From an optimization exercise on the open Yosys and OpenROAD flow, aimed at small area; shortcuts taken in it are not production practice.
RTL that was checked went through simulation tests only; none was proved equivalent to the original.
Power and IR drop assume default switching activity. No driver is modelled on the clock port, so clocking that relies on it looks cheaper here than on a real chip.

==> inputs of try-sierra <==
// eeprom_seq
module eeprom_seq (
    input             clk,
    input             rst,
    input             cmd_valid,
    output            cmd_ready,
    input      [31:0] cmd_word,
    input             buf_we,
    input             buf_sel,
    input      [4:0]  buf_idx,
    input      [22:0] buf_wdata,
    input      [4:0]  rbuf_idx,
    output     [7:0]  rbuf_data,
    input             map_ok,
    input             term_req,
    output reg        ev_valid,
    input             ev_ready,
    output reg [3:0]  ev_kind,
    output reg [31:0] ev_arg,
    input      [31:0] ev_lev,
    output     [31:0] status,
    output     [31:0] err_info,
    output     [14:0] err_addr
);
export LEC_CHECK = 0
export ABC_AREA = 1
export CAP_MARGIN = 20
export CORE_MARGIN = 2
export CORE_UTILIZATION = 65
export SLEW_MARGIN = 20
create_clock -name core_clock -period 10.0 [get_ports {clk}]
standard.sh (not shown) runs the stock make flow with config.mk's settings and CLKGATE_MAP_FILE= SYNTH_SCRIPT=/design/flow/synth_recipe.tcl, a recipe that flattens the netlist after the stock synthesis.
==> flow/flow/run.sh <==
#!/bin/bash
# The standard layout (standard.sh) with three changes:
#  - synthesis is synth_recipe.tcl with only the abc technology-mapping
#    script swapped for an area-recovery one (flow/area.abc); registers
#    are mapped before abc, so they come out exactly as in the standard
#    synthesis;
#  - clock tree synthesis adds no dummy balancing loads and builds leaf
#    clusters of up to 20 registers within 60 um, from clkbuf_8 (clkbuf_16 above the leaves);
#  - every input and output port still gets its own buffer, but buf_1
#    instead of clkdlybuf4s50_1.
set -euo pipefail
HERE=$(pwd)
export CUSTOM_ABC_SCRIPT="$HERE/flow/area.abc"
export CTS_ARGS="-sink_clustering_enable -repair_clock_nets -dont_use_dummy_load -sink_clustering_size 20 -sink_clustering_max_diameter 60 -buf_list {sky130_fd_sc_hd__clkbuf_8} -root_buf sky130_fd_sc_hd__clkbuf_16 -tree_buf sky130_fd_sc_hd__clkbuf_16"
export BUFFER_PORTS_ARGS="-inputs -outputs -buffer_cell sky130_fd_sc_hd__buf_1"
sed "s|SYNTH_SCRIPT=[^ ]*|SYNTH_SCRIPT=$HERE/flow/area_synth.tcl|" standard.sh > area_standard.sh
grep -q "SYNTH_SCRIPT=$HERE/flow/area_synth.tcl" area_standard.sh
bash area_standard.sh > standard_flow.log 2>&1
==> flow/flow/area.abc <==
strash
dch
map -a
strash
dch
map -a
strash
dch
map -a
topo
==> flow/flow/area_synth.tcl <==
proc synth {args} { yosys synth -nofsm -noshare {*}$args }
proc abc {args} {
  set i [lsearch -exact $args -script]
  if {$i >= 0 && [info exists ::env(CUSTOM_ABC_SCRIPT)]} {
    set args [lreplace $args [expr {$i+1}] [expr {$i+1}] $::env(CUSTOM_ABC_SCRIPT)]
  }
  yosys abc {*}$args
}
source $::env(SCRIPTS_DIR)/synth.tcl
# left out here: clear keep_hierarchy, flatten, clean up, hide names made inside functions, write 1_2_yosys.v
==> try-onyx (differences from try-sierra) <==
--- a/flow/design.v
+++ b/flow/design.v
@@ -216,44 +216,71 @@
             end
         endcase
     end
     wire j_in_len = (c_len[6:5] != 2'b00) || (ph < c_len[4:0]);
     wire need_flag = op_pairs ? pr_head[23] : pb_head[8];
     wire [4:0] wrow = buf_idx - ph - 5'd1;    
+    reg        hw_v;                          
+    reg        hw_sel;
+    reg [4:0]  hw_idx;
+    reg [22:0] hw_data;
+    wire [4:0] hrow = hw_idx - ph - 5'd1;     
+    always @(posedge clk) begin
+        hw_v    <= buf_we && wrow[0];
+        hw_sel  <= buf_sel;
+        hw_idx  <= buf_idx;
+        hw_data <= buf_wdata;
+    end
     wire [4:0] rrow = rbuf_idx - ph;          
     reg [7:0] rb_row [0:31];
     integer q;
     always @(*) for (q = 0; q < 32; q = q + 1) rb_row[q] = rb[q*8 +: 8];
     assign rbuf_data = rb_row[rrow];
     wire clr_flags = (state == S_RSTCLR);
     wire sq_we = (state == S_SCAN) && comp_we;
     wire at_i  = (ph == cnt);
     wire rb_we = (state == S_CP) && op_read && at_i;
     wire [22:0] sq_tail = sq_we ? src_word : sq_head;
-    wire [8:0]  pb_tail = {pb_head[8] & !clr_flags, pb_head[7:0]};
-    wire [23:0] pr_tail = {pr_head[23] & !clr_flags, pr_head[22:0]};
     wire [7:0]  rb_tail = rb_we ? r[22:15] : rb[7:0];
     always @(posedge clk) begin
         sq <= {sq_tail, sq[32*23-1:23]};
         rb <= {rb_tail, rb[32*8-1:8]};
     end
+    function pol;
+        input integer p;
+        begin
+            pol = (p % 4 == 1) || (p % 4 == 2);
+        end
+    endfunction
     integer p;
+    reg [8:0]  pb_in;
+    reg [23:0] pr_in;
+    reg        d_b, d_r, h_b, h_r;
     always @(posedge clk) begin
         for (p = 0; p < 32; p = p + 1) begin
-            if (buf_we && !buf_sel && wrow == p)
-                pb[p*9 +: 9] <= {1'b1, buf_wdata[7:0]};
-            else if (p == 31)
-                pb[p*9 +: 9] <= pb_tail;
-            else
-                pb[p*9 +: 9] <= pb[(p+1)*9 +: 9];
-            if (buf_we && buf_sel && wrow == p)
-                pr[p*24 +: 24] <= {1'b1, buf_wdata};
-            else if (p == 31)
-                pr[p*24 +: 24] <= pr_tail;
-            else
-                pr[p*24 +: 24] <= pr[(p+1)*24 +: 24];
+            if (p % 2 == 1) begin
+                pb[p*9 +: 9]   <= pb[((p+1)%32)*9 +: 9];
+                pr[p*24 +: 24] <= pr[((p+1)%32)*24 +: 24];
+            end else begin
+                d_b = buf_we && !buf_sel && wrow == p;
+                d_r = buf_we &&  buf_sel && wrow == p;
+                h_b = hw_v && !hw_sel && hrow == p && !d_b;
+                h_r = hw_v &&  hw_sel && hrow == p && !d_r;
+                pb_in = pb[(p+1)*9 +: 9]   ^ {9{pol(p+1)}};
+                pr_in = pr[(p+1)*24 +: 24] ^ {24{pol(p+1)}};
+                if (p == 30) begin
+                    pb_in[8]  = pb_in[8]  & !clr_flags;
+                    pr_in[23] = pr_in[23] & !clr_flags;
+                end
+                pb_in = ({9{d_b}} & {1'b1, buf_wdata[7:0]}) | ({9{h_b}} & {1'b1, hw_data[7:0]})
+                      | ({9{!(d_b || h_b)}} & pb_in);
+                pr_in = ({24{d_r}} & {1'b1, buf_wdata}) | ({24{h_r}} & {1'b1, hw_data})
+                      | ({24{!(d_r || h_r)}} & pr_in);
+                pb[p*9 +: 9]   <= pb_in ^ {9{pol(p)}};
+                pr[p*24 +: 24] <= pr_in ^ {24{pol(p)}};
+            end
         end
     end
     wire cfg_dir = (c_op == OP_INIT) || (c_op == OP_CFG_DOUT);
     always @(*) begin
         ev_valid = 1'b1;
         ev_kind  = 4'd0;
==> flow/flow/run.sh (replaced) <==
#!/bin/bash
# The standard layout (standard.sh) with three changes:
#  - synthesis is synth_recipe.tcl with only the abc technology-mapping
#    script swapped for an area-recovery one (flow/area.abc); registers
#    are mapped before abc, so they come out exactly as in the standard
#    synthesis;
#  - clock tree synthesis adds no dummy balancing loads and builds leaf
#    clusters of up to 16 registers within 50 um, from clkbuf_8;
#  - every input and output port still gets its own buffer, but buf_1
#    instead of clkdlybuf4s50_1.
set -euo pipefail
HERE=$(pwd)
export CUSTOM_ABC_SCRIPT="$HERE/flow/area.abc"
export CTS_ARGS="-sink_clustering_enable -repair_clock_nets -dont_use_dummy_load -sink_clustering_size 16 -sink_clustering_max_diameter 50 -buf_list {sky130_fd_sc_hd__clkbuf_8}"
export BUFFER_PORTS_ARGS="-inputs -outputs -buffer_cell sky130_fd_sc_hd__buf_1"
sed "s|SYNTH_SCRIPT=[^ ]*|SYNTH_SCRIPT=$HERE/flow/area_synth.tcl|" standard.sh > area_standard.sh
grep -q "SYNTH_SCRIPT=$HERE/flow/area_synth.tcl" area_standard.sh
bash area_standard.sh > standard_flow.log 2>&1
==> try-fjord (differences from try-sierra) <==
==> flow/flow/run.sh (replaced) <==
#!/bin/bash
set -euo pipefail
export CTS_ARGS="-sink_clustering_enable -repair_clock_nets -dont_use_dummy_load -sink_clustering_size 30 -sink_clustering_max_diameter 100"
export BUFFER_PORTS_ARGS="-inputs -outputs -buffer_cell sky130_fd_sc_hd__buf_1"
bash standard.sh > standard_flow.log 2>&1
removed: flow/flow/area.abc
removed: flow/flow/area_synth.tcl
==> try-tundra (differences from try-sierra) <==
--- a/flow/design.v
+++ b/flow/design.v
@@ -216,44 +216,69 @@
             end
         endcase
     end
     wire j_in_len = (c_len[6:5] != 2'b00) || (ph < c_len[4:0]);
     wire need_flag = op_pairs ? pr_head[23] : pb_head[8];
     wire [4:0] wrow = buf_idx - ph - 5'd1;    
+    reg        hw_v;                          
+    reg        hw_sel;
+    wire [4:0]  hw_idx  = cnt;
+    wire [22:0] hw_data = r;
+    wire [4:0] hrow = hw_idx - ph - 5'd1;     
+    always @(posedge clk) begin
+        hw_v    <= buf_we && wrow[0] && cmd_ready;
+        hw_sel  <= buf_sel;
+    end
     wire [4:0] rrow = rbuf_idx - ph;          
     reg [7:0] rb_row [0:31];
     integer q;
     always @(*) for (q = 0; q < 32; q = q + 1) rb_row[q] = rb[q*8 +: 8];
     assign rbuf_data = rb_row[rrow];
     wire clr_flags = (state == S_RSTCLR);
     wire sq_we = (state == S_SCAN) && comp_we;
     wire at_i  = (ph == cnt);
     wire rb_we = (state == S_CP) && op_read && at_i;
     wire [22:0] sq_tail = sq_we ? src_word : sq_head;
-    wire [8:0]  pb_tail = {pb_head[8] & !clr_flags, pb_head[7:0]};
-    wire [23:0] pr_tail = {pr_head[23] & !clr_flags, pr_head[22:0]};
     wire [7:0]  rb_tail = rb_we ? r[22:15] : rb[7:0];
     always @(posedge clk) begin
         sq <= {sq_tail, sq[32*23-1:23]};
         rb <= {rb_tail, rb[32*8-1:8]};
     end
+    function pol;
+        input integer p;
+        begin
+            pol = (p % 4 == 1) || (p % 4 == 2);
+        end
+    endfunction
     integer p;
+    reg [8:0]  pb_in;
+    reg [23:0] pr_in;
+    reg        d_b, d_r, h_b, h_r;
     always @(posedge clk) begin
         for (p = 0; p < 32; p = p + 1) begin
-            if (buf_we && !buf_sel && wrow == p)
-                pb[p*9 +: 9] <= {1'b1, buf_wdata[7:0]};
-            else if (p == 31)
-                pb[p*9 +: 9] <= pb_tail;
-            else
-                pb[p*9 +: 9] <= pb[(p+1)*9 +: 9];
-            if (buf_we && buf_sel && wrow == p)
-                pr[p*24 +: 24] <= {1'b1, buf_wdata};
-            else if (p == 31)
-                pr[p*24 +: 24] <= pr_tail;
-            else
-                pr[p*24 +: 24] <= pr[(p+1)*24 +: 24];
+            if (p % 2 == 1) begin
+                pb[p*9 +: 9]   <= pb[((p+1)%32)*9 +: 9];
+                pr[p*24 +: 24] <= pr[((p+1)%32)*24 +: 24];
+            end else begin
+                d_b = buf_we && !buf_sel && wrow == p;
+                d_r = buf_we &&  buf_sel && wrow == p;
+                h_b = hw_v && !hw_sel && hrow == p && !d_b;
+                h_r = hw_v &&  hw_sel && hrow == p && !d_r;
+                pb_in = pb[(p+1)*9 +: 9]   ^ {9{pol(p+1)}};
+                pr_in = pr[(p+1)*24 +: 24] ^ {24{pol(p+1)}};
+                if (p == 30) begin
+                    pb_in[8]  = pb_in[8]  & !clr_flags;
+                    pr_in[23] = pr_in[23] & !clr_flags;
+                end
+                pb_in = ({9{d_b}} & {1'b1, buf_wdata[7:0]}) | ({9{h_b}} & {1'b1, hw_data[7:0]})
+                      | ({9{!(d_b || h_b)}} & pb_in);
+                pr_in = ({24{d_r}} & {1'b1, buf_wdata}) | ({24{h_r}} & {1'b1, hw_data})
+                      | ({24{!(d_r || h_r)}} & pr_in);
+                pb[p*9 +: 9]   <= pb_in ^ {9{pol(p)}};
+                pr[p*24 +: 24] <= pr_in ^ {24{pol(p)}};
+            end
         end
     end
     wire cfg_dir = (c_op == OP_INIT) || (c_op == OP_CFG_DOUT);
     always @(*) begin
         ev_valid = 1'b1;
         ev_kind  = 4'd0;
@@ -304,12 +329,14 @@
             err         <= E_NONE;
         end else begin
             ph <= ph + 5'd1;
             case (state)
                 S_RSTCLR: if (ph == 5'd31) state <= S_IDLE;
                 S_IDLE: begin
+                    r   <= buf_wdata;
+                    cnt <= buf_idx;
                     if (!final_mode && term_req) begin
                         state <= S_TERM;
                     end else if (cmd_fire && !final_mode) begin
                         cur_cmd <= cmd_word;
                         state   <= S_SCANW;
                     end
==> flow/flow/run.sh (replaced) <==
#!/bin/bash
# The standard layout (standard.sh) with three changes:
#  - synthesis is synth_recipe.tcl with only the abc technology-mapping
#    script swapped for an area-recovery one (flow/area.abc); registers
#    are mapped before abc, so they come out exactly as in the standard
#    synthesis;
#  - clock tree synthesis adds no dummy balancing loads and builds leaf
#    clusters of up to 10 registers within 40 um, from clkbuf_4;
#  - every input and output port still gets its own buffer, but buf_1
#    instead of clkdlybuf4s50_1.
set -euo pipefail
HERE=$(pwd)
export CUSTOM_ABC_SCRIPT="$HERE/flow/area.abc"
export CTS_ARGS="-sink_clustering_enable -repair_clock_nets -dont_use_dummy_load -sink_clustering_size 10 -sink_clustering_max_diameter 40 -buf_list {sky130_fd_sc_hd__clkbuf_4}"
export BUFFER_PORTS_ARGS="-inputs -outputs -buffer_cell sky130_fd_sc_hd__buf_1"
sed "s|SYNTH_SCRIPT=[^ ]*|SYNTH_SCRIPT=$HERE/flow/area_synth.tcl|" standard.sh > area_standard.sh
grep -q "SYNTH_SCRIPT=$HERE/flow/area_synth.tcl" area_standard.sh
bash area_standard.sh > standard_flow.log 2>&1
==> flow/flow/area.abc (replaced) <==
strash
dch
amap
strash
dch
amap
strash
dch
amap
topo
==> comparison table <==
| item | try-tundra | try-onyx | try-sierra | try-fjord |
|---|---|---|---|---|
| Proportion of cell area occupied by multi-input gates | 0.205 | 0.198 | 0.234 | 0.244 |
| Fraction of standard cell area that is sequential | 0.707 | 0.707 | 0.679 | 0.666 |
| Met2 track demand over resource in global routing | 0.452 | 0.468 | 0.424 | 0.410 |
| WL per Instance | 23.4 µm | 22.8 µm | 18.0 µm | 17.4 µm |
| Power consumed by sequential cells | 10.7 mW | 11.3 mW | 12.0 mW | 10.7 mW |
| Inserted Clock Buffers | 238 | 164 | 134 | 81 |
| Portion of total power attributed to sequential cells | 0.693 | 0.688 | 0.650 | 0.663 |
| WP depth | 18 | 15 | 19 | 18 |
| Power, Total | 15.4 mW | 16.4 mW | 18.5 mW | 16.2 mW |
| Run status | finished clean | finished clean | finished clean | finished clean |
| Final Routed Wirelength | 140,000 µm | 143,000 µm | 127,000 µm | 130,000 µm |
| Die W | 300 µm | 302 µm | 306 µm | 313 µm |
| P_clk | 3.53 mW | 3.95 mW | 3.77 mW | 3.85 mW |
| Reported leakage power | 23.4 nW | 23.8 nW | 25.3 nW | 26.8 nW |
| Switching power | 3.76 mW | 3.85 mW | 4.72 mW | 3.83 mW |
| Invs w/o clock | 214 | 297 | 208 | 295 |
| Dpl cells | 5,750 | 6,090 | 6,877 | 7,406 |
| Clock-cell share of area | 0.0290 | 0.0361 | 0.0317 | 0.0310 |
| Worst R2R Start | cur_cmd[0] | ph[1] | cur_cmd[3] | ph[1] |
| Clock network fraction of total power | 0.229 | 0.241 | 0.204 | 0.238 |
Only the layout flow was run in try-onyx; the RTL was not checked for function there.

afterwards: timing with drivers on the ports:
How much do the figures lean on ideal ports? The routed layouts below were timed once more, with nothing changed but the port constraints.
Step 1: set_driving_cell puts a clkbuf_16 on clk and a buf_2 on each other input, an assumption about the parent block.
Step 2 times the ports against the registers' clock, not the clock port: input delays grow and output delays shrink by t, the midpoint of the rising clock arrivals with the driver on.
a / b / c = no drivers / after step 1 / after step 2; a / b = the first two.
run | t (ns) | setup slack, ns | worst register clock-pin slew, ns
try-sierra | 0.744 | 2.343 / 2.320 / 2.320 | 0.12 / 0.12
try-onyx | 0.899 | 2.237 / 2.167 / 2.298 | 0.10 / 0.10
try-fjord | 0.744 | 2.860 / 2.838 / 2.838 | 0.12 / 0.12
try-tundra | 1.210 | 1.769 / 1.699 / 1.853 | 0.11 / 0.11
After both steps every run listed still meets setup and hold. For try-sierra, which loses most, drivers alone change the setup slack by -0.023 ns; drivers and shift together by -0.023 ns.
